This design comes from an exercise in tuning for small area on the open sky130 flow, not from production work. Function was checked by simulation only, so behaviour that the tests miss may differ from the original. No activity file was given, so power comes from the tool's default toggle rates.

$ cat flow/design.v
module ffm_servo_mixer (
    input  wire        clk,
    input  wire        rst,
    input  wire        rx_valid,
    input  wire [7:0]  rx_data,
    output wire [11:0] duty0,
    output wire [11:0] duty1,
    output wire [11:0] duty2,
    output wire [11:0] duty3,
    output wire [11:0] duty4,
    output wire [11:0] duty5,
    output wire [11:0] duty6,
    output wire [2:0]  dout,
    output wire [1:0]  drive_sel,
    output wire        kick
);
    reg  [7:0]  prev;            
    reg         sync;            
    reg  [4:0]  n;               
    reg  [15:0] acc;             
    reg  [11:0] w0, w1, w2, w3, w4, w5;   
    reg  [1:0]  mode;            
    reg  [1:0]  auxd;            
    reg  [13:0] q0, q1, q2, q3;  
    reg  [10:0] p0, p1, p2;      
    reg  [1:0]  sel_r;
    reg  [1:0]  dlo_r;
    reg         kick_r;
    function [15:0] radd(input [15:0] a, input [15:0] b, input ci);
        integer i;
        reg c;
        begin
            c = ci;
            for (i = 0; i < 16; i = i + 1) begin
                radd[i] = a[i] ^ b[i] ^ c;
                c = (a[i] & b[i]) | (a[i] & c) | (b[i] & c);
            end
        end
    endfunction
    function ult(input [15:0] a, input [15:0] b);
        integer i;
        reg c;
        begin
            c = 1'b0;
            for (i = 0; i < 16; i = i + 1)
                c = (~a[i] & b[i]) | (~(a[i] ^ b[i]) & c);
            ult = c;
        end
    endfunction
    function slt(input [15:0] a, input [15:0] b);
        slt = ult({~a[15], a[14:0]}, {~b[15], b[14:0]});
    endfunction
    wire        busy = !sync && (n != 5'd0);
    wire [15:0] n1f  = radd({11'd0, n}, 16'd1, 1'b0);
    wire [4:0]  n1   = n1f[4:0];
    wire        hdr    = (prev == 8'h20) && (rx_data == 8'h40);
    wire [11:0] word12 = {rx_data[3:0], prev};
    wire        rx_go  = rx_valid && !hdr && sync;       
    wire        odd    = n[0];
    wire [3:0]  pair   = n[4:1];
    wire        trl    = odd && (pair == 4'd14);
    wire        ck_ok  = (acc[7:0] == 8'd0) && (acc[15:8] == rx_data);
    wire m0 = (mode == 2'd0);
    wire m1 = (mode == 2'd1);
    wire m2 = (mode == 2'd2);
    wire s_duty = busy && (n == 5'd1 || n == 5'd4 || n == 5'd7);
    wire s_tpa  = busy && (n == 5'd2 || n == 5'd5 || n == 5'd8);
    wire s_tpb  = busy && (n == 5'd3 || n == 5'd6 || n == 5'd9);
    wire s_cmp  = busy && (n == 5'd10 || n == 5'd18 || n == 5'd26 || n == 5'd30);
    wire s_wr   = busy && (n == 5'd11 || n == 5'd19 || n == 5'd27 || n == 5'd31);
    wire s_j11  = busy && (n == 5'd12);
    wire s_j19  = busy && (n == 5'd20);
    wire s_add  = busy && ((n == 5'd16 && m2) || (n == 5'd17 && m1));
    wire s_sub  = busy && ((n == 5'd24 && m2) || (n == 5'd25 && m1));
    wire s_raw  = busy && ((n == 5'd21 && m0) || n == 5'd29);
    wire s_last = busy && (n == 5'd31);
    wire rot    = busy && !(n == 5'd1 || n == 5'd2 || n == 5'd4 || n == 5'd5 || n == 5'd7 ||
                            n == 5'd8 || n == 5'd10 || n == 5'd11 || n == 5'd18 || n == 5'd19 ||
                            n == 5'd26);
    wire pump   = busy && (n == 5'd10 || n == 5'd11);
    wire act    = (n <= 5'd3) ? 1'b1 : (n <= 5'd6) ? !m2 : !m1;
    wire        ngs  = ult(w0, 1500);
    wire        vbig = ult(w0, 1351) || !ult(w0, 1650);
    wire        dead = !ult(w0, 1451) && ult(w0, 1550);
    wire        vsat = ult(w0, 901) || !ult(w0, 2100);
    wire [15:0] m7   = radd({9'd0, w0[6:0] ^ {7{ngs}}}, ngs ? 16'd44 : 16'd116, ngs);
    wire [15:0] xa   = vbig ? (ngs ? 16'd1400 : -16'd1600) : dead ? 16'd0 : {10'd0, m7[6:1]};
    wire [15:0] kd   = ngs ? (vbig ? 16'd100 : 16'd1549) : (vbig ? -16'd100 : 16'd1452);
    wire [15:0] sx   = pump ? {2'b00, q0} : {{2{q0[13]}}, q0};
    reg         r_use_t, r_dn;
    reg  [15:0] a_op, x_op;
    reg         neg;
    always @* begin
        a_op = acc; x_op = 16'd0; neg = 1'b0;
        if (!busy) begin
            if (hdr) a_op = 16'hFF9F;
            else begin x_op = {8'd0, rx_data}; neg = 1'b1; end
        end else if (s_duty) begin
            a_op = kd; x_op = {4'd0, w0};
        end else if (s_tpa) begin
            if (n == 5'd2) a_op = 16'd1500;
            x_op = act ? xa : 16'd0;
        end else if (s_tpb) begin
            x_op = (act && vbig) ? {4'd0, w0} : 16'd0; neg = act && vbig && ngs;
        end else if (s_cmp) begin
            x_op = sx; neg = 1'b1;
        end else if (s_wr) begin
            if (!r_use_t) begin
                a_op = r_dn ? (pump ? -16'd20 : -16'd10) : (pump ? 16'd20 : 16'd10);
                x_op = sx;
            end
        end else if (s_j11) begin
            a_op = m0 ? 16'd0 : -16'd1500; x_op = {4'd0, w0};
        end else if (s_j19) begin
            a_op = 16'd1500; x_op = {4'd0, w0};
        end else if (s_raw) begin
            a_op = 16'd0; x_op = {4'd0, w0};
        end else if (s_add) begin
            x_op = {4'd0, w0};
        end else if (s_sub) begin
            x_op = {4'd0, w0}; neg = 1'b1;
        end
    end
    wire [15:0] sum = radd(a_op, x_op ^ {16{neg}}, neg);
    wire [10:0] dv  = !act || dead ? 11'd1500 :
                      vsat ? (ngs ? 11'd1000 : 11'd2000) :
                      vbig ? sum[10:0] : sum[11:1];
    wire [15:0] t    = acc;
    wire [15:0] dif  = sum;
    wire        snap = slt(1480, t) && slt(t, 1520) && (slt(1750, sx) || slt(sx, 1250));
    wire        up   = pump ? slt(20, dif) : slt(10, dif);
    wire        dn   = pump ? slt(dif, -16'sd20) : slt(dif, -16'sd10);
    always @(posedge clk) begin
        if (rst) begin
            prev   <= 8'h00;
            sync   <= 1'b0;
            n      <= 5'd0;
            q0     <= 14'd1500;
            q1     <= 14'd1500;
            q2     <= 14'd1500;
            q3     <= 14'd1500;
            p0     <= 11'd1500;
            p1     <= 11'd1500;
            p2     <= 11'd1500;
            sel_r  <= 2'd0;
            dlo_r  <= 2'd0;
            kick_r <= 1'b0;
        end else begin
            kick_r <= s_last;
            if (busy) begin
                n <= s_last ? 5'd0 : n1;
                if (rot) begin
                    w0 <= w1; w1 <= w2; w2 <= w3; w3 <= w4; w4 <= w5; w5 <= w0;
                end
                if (s_duty) begin
                    p0 <= p1; p1 <= p2; p2 <= dv;
                end
                if (s_tpa || s_tpb || s_j11 || s_j19 || s_raw || s_add || s_sub)
                    acc <= sum;
                if (s_cmp) begin
                    r_use_t <= snap || !(up || dn);
                    r_dn    <= dn;
                end
                if (s_wr) begin
                    q0 <= q1; q1 <= q2; q2 <= q3; q3 <= sum[13:0];
                end
                if (s_last) begin
                    sel_r <= mode;
                    dlo_r <= auxd;
                end
            end else if (rx_valid) begin
                prev <= rx_data;
                if (hdr) begin
                    sync <= 1'b1;
                    n    <= 5'd0;
                    acc  <= sum;
                end else if (sync) begin
                    if (trl) begin
                        sync <= 1'b0;
                        if (ck_ok) begin
                            n    <= 5'd1;        
                            prev <= 8'h00;
                        end else begin
                            n    <= 5'd0;
                        end
                    end else begin
                        n   <= n1;
                        acc <= sum;
                        if (odd && ult({12'd0, pair}, 6)) begin
                            w0 <= w1; w1 <= w2; w2 <= w3; w3 <= w4; w4 <= w5;
                            w5 <= word12;
                        end
                        if (odd && pair == 4'd6)
                            mode <= ult(word12, 1300) ? 2'd0 :
                                    ult(1700, word12) ? 2'd2 : 2'd1;
                        if (odd && pair == 4'd7)
                            auxd <= {ult(1700, word12), !ult(word12, 1300)};
                    end
                end
            end
        end
    end
    function [10:0] dclamp(input [13:0] s);
        dclamp = slt({{2{s[13]}}, s}, 1000) ? 11'd1000 :
                 slt(2000, {{2{s[13]}}, s}) ? 11'd2000 : s[10:0];
    endfunction
    wire        pact = ult(1500, q0);
    wire [15:0] p60  = radd({2'b00, q0}, 16'd60, 1'b0);
    assign duty0 = {1'b0, p0};
    assign duty1 = {1'b0, p1};
    assign duty2 = {1'b0, p2};
    assign duty3 = {1'b0, !pact ? 11'd1500 : ult(1939, q0) ? 11'd2000 : p60[10:0]};
    assign duty4 = {1'b0, dclamp(q1)};
    assign duty5 = {1'b0, dclamp(q2)};
    assign duty6 = {1'b0, dclamp(q3)};
    assign dout      = {pact, dlo_r};
    assign drive_sel = sel_r;
    assign kick      = kick_r;
endmodule
$ cat flow/config.mk
export PLATFORM = sky130hd
export DESIGN_NAME = ffm_servo_mixer
export DESIGN_NICKNAME = ffm_servo_mixer
export VERILOG_FILES = /design/flow/design.v
export SDC_FILE = /design/flow/constraint.sdc
export NUM_CORES = 4
export LEC_CHECK = 0
export ABC_AREA = 1
export CAP_MARGIN = 20
export CORE_MARGIN = 2
export CORE_UTILIZATION = 60
export SLEW_MARGIN = 20
$ cat flow/flow/mkmap.py
#!/usr/bin/env python3
# Write a Yosys techmap that replaces each combinational standard cell used in
# a netlist with its logic function, read from the Liberty file.
# usage: mkmap.py LIB NETLIST > map.v
import re, sys
lib = open(sys.argv[1]).read()
used = set(re.findall(r'\b(sky130_fd_sc_hd__\w+)\s+[\\\w$]', open(sys.argv[2]).read()))

def cell_body(name):
    m = re.search(r'cell\s*\(\s*"?%s"?\s*\)\s*\{' % re.escape(name), lib)
    i = m.end(); depth = 1
    while depth:
        c = lib[i]
        if c == '{': depth += 1
        elif c == '}': depth -= 1
        i += 1
    return lib[m.end():i-1]

def pins(body):
    out = []
    for m in re.finditer(r'\bpin\s*\(\s*"?(\w+)"?\s*\)\s*\{', body):
        i = m.end(); depth = 1
        while depth:
            c = body[i]
            if c == '{': depth += 1
            elif c == '}': depth -= 1
            i += 1
        pb = body[m.end():i-1]
        d = re.search(r'direction\s*:\s*"?(\w+)"?', pb).group(1)
        f = re.search(r'function\s*:\s*"([^"]*)"', pb)
        out.append((m.group(1), d, f.group(1) if f else None))
    return out

def expr(f):
    f = f.replace('!', '~')
    # liberty allows juxtaposition and '*' / '+' for and / or
    f = f.replace('*', '&').replace('+', '|')
    f = re.sub(r'(\w|\))\s+(?=[\w(~])', r'\1 & ', f)
    return f

for name in sorted(used):
    body = cell_body(name)
    if re.search(r'\b(ff|latch|statetable)\s*\(', body):
        continue
    ps = pins(body)
    outs = [p for p in ps if p[1] == 'output']
    if not outs or any(p[2] is None for p in outs):
        continue
    ins = [p for p in ps if p[1] == 'input']
    ports = [p[0] for p in ins] + [p[0] for p in outs]
    print('(* techmap_celltype = "%s" *)' % name)
    print('module _map_%s (%s);' % (name, ', '.join(ports)))
    for p in ins: print('  input %s;' % p[0])
    for p in outs: print('  output %s;' % p[0])
    for p in outs: print('  assign %s = %s;' % (p[0], expr(p[2])))
    print('endmodule')
$ cat flow/flow/run.sh
#!/bin/bash
# The standard layout, with three changes:
#  - after the standard synthesis, its combinational cells are re-mapped for
#    area (flow/resynth.sh); the registers stay exactly as synthesized;
#  - the port buffers use the smallest buffer cell;
#  - clock tree synthesis uses larger sink clusters and no dummy loads.
set -euo pipefail
export BUFFER_PORTS_ARGS="-buffer_cell sky130_fd_sc_hd__buf_1"
export CTS_ARGS="-sink_clustering_enable -repair_clock_nets -buf_list sky130_fd_sc_hd__clkbuf_4 -sink_clustering_size 10 -sink_clustering_max_diameter 40 -dont_use_dummy_load"
R=$PWD/orfs/results/$FLOW_PLATFORM/ffm_servo_mixer/base
LIB=$FLOW_HOME/platforms/$FLOW_PLATFORM/lib/sky130_fd_sc_hd__tt_025C_1v80.lib
bash standard.sh synth > flow_1_synth.log 2>&1
cp "$R/1_2_yosys.v" standard_synth.v
bash flow/resynth.sh standard_synth.v resynth.v "$LIB" flow_2_resynth.log
cp resynth.v "$R/1_2_yosys.v"
rm -f "$R/1_synth.odb" "$R/1_synth.sdc"
bash standard.sh > flow_3_layout.log 2>&1
$ cat flow/constraint.sdc
create_clock -name core_clock -period 20.0 [get_ports {clk}]
set_input_delay 4.0000 -clock core_clock [delete_from_list [all_inputs] [get_ports {clk}]]
set_output_delay 4.0000 -clock core_clock [all_outputs]
set_load 0.01 [all_outputs]
$ cat flow/flow/resynth.sh
#!/bin/bash
# Re-map the combinational logic of the standard synthesis netlist for area.
# Registers (their instances, names and cell types) are left untouched: only
# the combinational standard cells are turned back into logic and mapped
# again with ABC.
# usage: resynth.sh NETLIST_IN NETLIST_OUT LIB YOSYS_LOG
set -euo pipefail
IN=$1; OUT=$2; LIB=$3; LOG=$4
HERE=$(cd "$(dirname "$0")" && pwd)
DU=""
for c in $(grep -o 'sky130_fd_sc_hd__\(probe\|probec\|lpflow\)[a-z0-9_]*' "$FLOW_HOME/platforms/sky130hd/config.mk" | sort -u); do
  DU="$DU -dont_use $c"
done
python3 "$HERE/mkmap.py" "$LIB" "$IN" > cellmap.v
cat > resynth.ys <<EOT
read_liberty -lib $LIB
read_verilog $IN
hierarchy -top $FLOW_TOP
techmap -map cellmap.v
opt -purge
techmap
opt -fast -purge
abc -liberty $LIB $DU -script $HERE/resynth.abc
opt_clean -purge
hilomap -singleton -hicell sky130_fd_sc_hd__conb_1 HI -locell sky130_fd_sc_hd__conb_1 LO
insbuf -buf sky130_fd_sc_hd__buf_1 A X
splitnets
opt_clean -purge
stat -liberty $LIB
write_verilog -noattr -noexpr -nohex -nodec $OUT
EOT
yosys -l "$LOG" -q resynth.ys > /dev/null
$ cat flow/standard.sh
#!/bin/bash
# synth_recipe.tcl (not shown) runs the flow's synth.tcl, then flattens the netlist and writes it again
# the make line also repeats each setting of config.mk as NAME=value (left out here)
make -C /OpenROAD-flow-scripts/flow DESIGN_CONFIG=/design/flow/config.mk WORK_HOME=/design/flow/orfs CLKGATE_MAP_FILE= SYNTH_SCRIPT=/design/flow/synth_recipe.tcl "${@:-finish}"
$ cat flow/flow/resynth.abc
strash
&get -n
&dch -f
&nf -R 1000
&put
strash
&get -n
&dch -f
&nf -R 1000
&put
strash
&get -n
&dch -f
&nf -R 1000
&put
strash
&get -n
&dch -f
&nf -R 1000
&put
strash
&get -n
&dch -f
&nf -R 1000
&put
==> results of run 1 <==
-- area by class of cell --
class | count | area share, %
flip-flops and latches | 202 | 48.8
inverters | 32 | 1.18
well taps | 188 | 2.30
repair buffers | 103 | 4.19
clock buffers | 29 | 2.13
multi-input cells | 726 | 41.4
-- state kept, by name, summed over array words and instances, names as in the netlist, 5 cells and up --
signal  cells
w4         12
q2         14
w2         12
p0         11
prev        8
n           5
q1         14
p2         11
q0         14
w1         12
w5         12
w0         12
q3         14
p1         11
acc        16
w3         12
-- routing by layer --
metal  track usage [%]  part of all wire (%)  vias up
met5                 0                     0        -
met4              9.53                   3.0        0
met3              4.57                   7.5       62
met2              46.1                    44      380
met1              45.1                    46     3780
li1                  -                     -     3836
-- power breakdown --
part / total (mW) / switching, mW / internal, mW
logic: 0.0286 / 0.0203 / 0.00822
registers: 0.431 / 0.00121 / 0.430
clock network: 0.192 / 0.126 / 0.0662
total: 0.652 / 0.147 / 0.505
-- how the worst min path moves through the flow --
stage | cells past startpoint | start | endpoint | slack [ns]
2_1_floorplan | 0 | w1[0]$_DFFE_PP_ | w0[0]$_DFFE_PP_ | 0.40
3_3_place_gp | 0 | w4[9]$_DFFE_PP_ | w3[9]$_DFFE_PP_ | 0.40
3_5_place_dp | 0 | w1[1]$_DFFE_PP_ | w0[1]$_DFFE_PP_ | 0.40
4_1_cts | 0 | w4[5]$_DFFE_PP_ | w3[5]$_DFFE_PP_ | 0.42
5_1_grt | 0 | w1[8]$_DFFE_PP_ | w0[8]$_DFFE_PP_ | 0.43
6_report | 0 | w4[5]$_DFFE_PP_ | w3[5]$_DFFE_PP_ | 0.42
-- critical path, delay by kind of cell --
kind | cells | cell delay (ns)
AOI/OAI and AO/OA | 17 | 2.87
and+or+nand+nor | 13 | 2.27
adders and majority gates | 3 | 1.09
muxes | 2 | 0.44
buffers and inverters | 3 | 0.35
xor gates and xnor gates | 1 | 0.23
==> impl_metrics.csv, run 1 <==
group,metric,value,unit
outcome,status,"complete, no violations",
final_layout,seqCellArea,4980,um^2
timing,tightest_slew,1.05,ns
die,die_y,129,um
final_layout,final_common_cell,"nand2_1",
worst_setup_path,cp_slowest_cell,"or4_1",
final_layout,drive_gt1_share,4.12,%
min_path,hold_class,"flop to flop",
timing,slew_viol_final,0,
worst_setup_path,r2r-start,"w0[3]$_DFFE_PP_",
clock_tree,cts_inserted_buffers,29,
worst_setup_path,path_max_fanout,8,
worst_setup_path,r2r_slack,11.48,ns
die,coreArea,15200,um^2
timing,hold_ws,0.422,ns
placement,pre_cts_ws,8.59,ns
final_layout,antenna_cells,0,
power_and_ir_drop,p_leak,3.50,nW
worst_setup_path,slowest_delay,0.55,ns
logic_synthesis,avgSynthCellArea,9.67,um^2
die,start_util,61.3,%
die,die_w,129,um
route,drc_errors,0,
global_routing,grt_max_degree,73,
run,cap_viol_max_count,0,
timing,fin_tns_setup,0,ns
logic_synthesis,syn_area,9310,um^2
worst_setup_path,timing_worst_setup_path_type,"input port to flop",
clock_tree,post_cts_buffers,0,
global_routing,grt_pass1_vias,7294,
route,totalWireLength,24900,um
timing,fin_skew,0.0922,ns
die,ios,101,
worst_setup_path,arrival,11.26,ns
final_layout,fin_nets,1105,
route,drtPass1Iterations,6,
global_routing,antenna_found_initial,0,
placement,dpl.cell_count,1251,
final_layout,multi_input_area,4220,um^2
route,num_vias,8058,
placement,gp_congestion,1.01,
die,die-area,16500,um^2
logic_synthesis,syn_inst,963,
power_and_ir_drop,p_total,0.652,mW
route,via_per_inst,6.30,
global_routing,grt_overflow,0,
logic_synthesis,ys_warn_count,1,
clock_tree,cts_hold_buf,0,
timing,post-route-period-util,54.1,%
worst_setup_path,crit_path_end,"r_use_t$_DFFE_PP_",
timing,rsz0062_at_grt,"no",
timing,max_clock_freq,92.4,MHz
clock_tree,htree_levels,1,
clock_tree,cts_tree,"yes",
timing,hold_viol,0,
power_and_ir_drop,irDropWorstVdd,0.0000566,V
clock_tree,worstSkewPairLatency,0.68,ns
final_layout,fin_area,10200,um^2
clock_tree,clockBufferDepth,3,
worst_setup_path,r2r-end,"r_use_t$_DFFE_PP_",
worst_setup_path,setup.worst_path.start,"rx_data[3]",
power_and_ir_drop,cellPowerDensity,63.8,nW/um^2
final_layout,final_cell_mix,"nand2_1 (121), dfxtp_1 (108), nor2_1 (101), edfxtp_1 (94), buf_1 (92)",
worst_setup_path,startpoint_type,"input port",
clock_tree,cts_resized,0,
timing,layout_min_cycle_time,10.82,ns
final_layout,nFillCells,1291,
route,routedWlPerCell,19.5,um
clock_tree,cts-root-buf,"clkbuf_4",
clock_tree,clock-sinks,202,
timing,finalSetupViolations,0,
timing,setup_ws,9.18,ns
final_layout,final_util,67.2,%
final_layout,finalNonFillerCells,1280,
placement,hpwl,18000,um
placement,postPlaceCellArea,9990,um^2
worst_setup_path,end_kind,"flop",
placement,numPortBuffers,92,
final_layout,area_growth_syn_to_layout,9.62,%
clock_tree,path_clk_slew,0.10,ns
route,dr.first_iter.drc_count,801,
timing,slew-limit-headroom,29.9,%
worst_setup_path,cp.required,20.44,ns
route,ant_nets,0,
global_routing,grt_pass1_wl,39500,um
die,num_rows,45,
global_routing,grt_usage,30.3,%
worst_setup_path,ff2ff_path_depth,41,
==> run 2, diff against run 1 <==
==> flow/flow/resynth.abc (replaced) <==
strash
&get -n
&dch -f
&nf -R 1000
&put
strash
&get -n
&dch
&nf -R 1000
&put
strash
&get -n
&dch -f
&nf -R 1000
&put
strash
&get -n
&dch
&nf -R 1000
&put
strash
&get -n
&dch -f
&nf -R 1000
&put
strash
&get -n
&dch
&nf -R 1000
&put
strash
&get -n
&dch -f
&nf -R 1000
&put
strash
&get -n
&dch
&nf -R 1000
&put
strash
&get -n
&dch -f
&nf -R 1000
&put
strash
&get -n
&dch
&nf -R 1000
&put
strash
&get -n
&dch -f
&nf -R 1000
&put
strash
&get -n
&dch
&nf -R 1000
&put
strash
&get -n
&dch -f
&nf -R 1000
&put
strash
&get -n
&dch
&nf -R 1000
&put
strash
&get -n
&dch -f
&nf -R 1000
&put
strash
&get -n
&dch
&nf -R 1000
&put
strash
&get -n
&dch -f
&nf -R 1000
&put
strash
&get -n
&dch
&nf -R 1000
&put
strash
&get -n
&dch -f
&nf -R 1000
&put
strash
&get -n
&dch
&nf -R 1000
&put
==> impl_metrics.csv, run 2 <==
group,metric,value,unit
outcome,status,"complete, no violations",
logic_synthesis,avgSynthCellArea,9.86,um^2
power_and_ir_drop,p_leak,3.48,nW
timing,max_clock_freq,96.5,MHz
route,routedWlPerCell,19.3,um
power_and_ir_drop,irDropWorstVdd,0.0000578,V
clock_tree,worstSkewPairLatency,0.70,ns
power_and_ir_drop,cellPowerDensity,64.5,nW/um^2
final_layout,fin_nets,1066,
timing,rsz0062_at_grt,"no",
die,die_y,127,um
die,start_util,60.8,%
worst_setup_path,cpMostUsedCell,"nand2_1",
run,cap_viol_max_count,0,
global_routing,grt_overflow,0,
die,ios,101,
clock_tree,cts_tree,"yes",
clock_tree,post_cts_buffers,0,
route,num_vias,7717,
clock_tree,clockBufferDepth,3,
final_layout,seqCellArea,4980,um^2
worst_setup_path,end_kind,"flop",
worst_setup_path,arrival,10.79,ns
worst_setup_path,cp.required,20.43,ns
timing,fin_skew,0.146,ns
die,die_w,127,um
final_layout,top_register,"acc",
route,totalWireLength,24000,um
power_and_ir_drop,p_total,0.646,mW
worst_setup_path,slowest_delay,0.54,ns
worst_setup_path,timing_worst_setup_path_type,"input port to flop",
die,num_rows,45,
clock_tree,htree_levels,1,
route,via_per_inst,6.21,
logic_synthesis,ys_warn_count,1,
final_layout,nFillCells,1232,
global_routing,antenna_found_initial,1,
final_layout,multi_input_area,4060,um^2
clock_tree,path_clk_slew,0.10,ns
die,coreArea,15000,um^2
timing,slew_viol_final,0,
clock_tree,cts-root-buf,"clkbuf_4",
logic_synthesis,syn_area,9130,um^2
clock_tree,cts_inserted_buffers,28,
timing,fin_tns_setup,0,ns
timing,hold_ws,0.372,ns
timing,hold_viol,0,
clock_tree,cts_hold_buf,0,
timing,layout_min_cycle_time,10.36,ns
placement,numPortBuffers,92,
final_layout,largest_register_ffs,16,
placement,hpwl,17300,um
timing,post-route-period-util,51.8,%
route,drc_errors,0,
final_layout,final_common_cell,"nor2_1",
route,drtPass1Iterations,8,
logic_synthesis,syn_inst,926,
min_path,hold_class,"flop to flop",
die,die-area,16200,um^2
worst_setup_path,cp_slowest_cell,"mux2_1",
global_routing,grt_pass1_vias,6996,
final_layout,area_growth_syn_to_layout,9.74,%
timing,tightest_slew,0.950,ns
route,ant_nets,0,
clock_tree,clock-sinks,202,
final_layout,fin_area,10000,um^2
final_layout,final_cell_mix,"nor2_1 (112), dfxtp_1 (108), nand2_1 (104), edfxtp_1 (94), buf_1 (92)",
placement,gp_congestion,0.947,
clock_tree,cts_resized,0,
timing,slew-limit-headroom,36.7,%
worst_setup_path,startpoint_type,"input port",
worst_setup_path,path_max_fanout,15,
global_routing,grt_max_degree,73,
global_routing,grt_usage,29.2,%
placement,postPlaceCellArea,9810,um^2
final_layout,drive_gt1_share,4.08,%
route,dr.first_iter.drc_count,954,
timing,finalSetupViolations,0,
global_routing,grt_pass1_wl,37500,um
run 2: changes by cell type in the layout (fill, tap and decap cells not counted), sizes merged, moves of 5 or more:
cell	delta
nor2	+10
o21ai	-5
a21oi	-15
nand3	+9
nand2	-17
and2	-5
run 2: final timing paths:
check | from | to | slack (ns) | depth (start not counted)
worst min register to register | w1[9]$_DFFE_PP_ | w0[9]$_DFFE_PP_ | 0.37 | 0
worst max-delay path | rx_data[1] | r_use_t$_DFFE_PP_ | 9.64 | 34
worst max register to register | n[3]$_SDFFE_PP0P_ | r_use_t$_DFFE_PP_ | 11.58 | 35
worst min-delay path | w1[9]$_DFFE_PP_ | w0[9]$_DFFE_PP_ | 0.37 | 0
run 2: critical path, delay by kind of cell:
kind	cells	cell delay [ns]
AND/OR/NAND/NOR	13	2.31
multiplexers	2	0.69
XOR/XNOR	1	0.25
buffers and inverters	5	0.51
adder cells (fa/ha/maj)	4	1.42
AO/OA/AOI/OAI	9	1.63
run 2: routing by layer:
metal / track usage, % / vias up / routed length (um) / part of all wire, %
met2: 44.5 / 387 / 10600 / 44
met3: 4.73 / 48 / 2010 / 8.4
met5: 0 / - / 0 / 0
li1: - / 3683 / - / -
met4: 11.0 / 0 / 826 / 3.4
met1: 42.2 / 3599 / 10600 / 44
run 2: final cells by class:
| class | instances | area share [%] |
|---|---|---|
| Antenna cell | 2 | 0.0499 |
| Clock buffer | 28 | 2.10 |
| Inverter | 29 | 1.09 |
| Multi-Input combinational cell | 692 | 40.5 |
| Sequential cell | 202 | 49.7 |
| Tap cell | 188 | 2.35 |
| Timing Repair Buffer | 102 | 4.19 |
run 2: stage by stage:
stage / worst slack [ns] / cells / utilization (%)
final: 9.64 / 1243 / 66.7
after floorplan: 10.12 / 932 / -
after global routing: 8.95 / 1243 / 66.7
after CTS: 9.74 / 1241 / 66.6
after global placement: 9.23 / 1213 / 65.2
after detailed placement: 9.02 / 1213 / 65.2
run 2: power by group:
part | total (mW) | switching [mW] | internal, mW
Combinational | 0.0272 | 0.0191 | 0.00815
Clock | 0.187 | 0.124 | 0.0637
Sequential | 0.431 | 0.00123 | 0.430
Total | 0.646 | 0.144 | 0.502

what the ideal ports hide:
How much do the figures lean on ideal ports? The routed layouts below were timed once more, with nothing changed but the port constraints.
Step 1 (the two cells are an assumption about what drives the block):
set clk [get_ports {clk}]
set_driving_cell -lib_cell sky130_fd_sc_hd__clkbuf_16 $clk
set_driving_cell -lib_cell sky130_fd_sc_hd__buf_2 [delete_from_list [all_inputs] $clk]
Step 2 moves the port delays by t, midway between the first and last clock arrival at a register: inputs arrive t later, outputs are due t later. That takes back most of the time a late clock gives input paths.
Three values: ideal, step 1, step 2; two values: the first two.
| run | t (ns) | slack for setup (ns) | pins driven straight from the clock port |
|---|---|---|---|
| run 1 | 0.670 | 9.180 / 9.197 / 8.527 | 1 |
| run 2 | 0.666 | 9.637 / 9.655 / 8.989 | 1 |
After both steps every run listed still meets setup and hold. For run 1, which loses most, drivers alone change the setup slack by +0.017 ns; drivers and shift together by -0.653 ns.
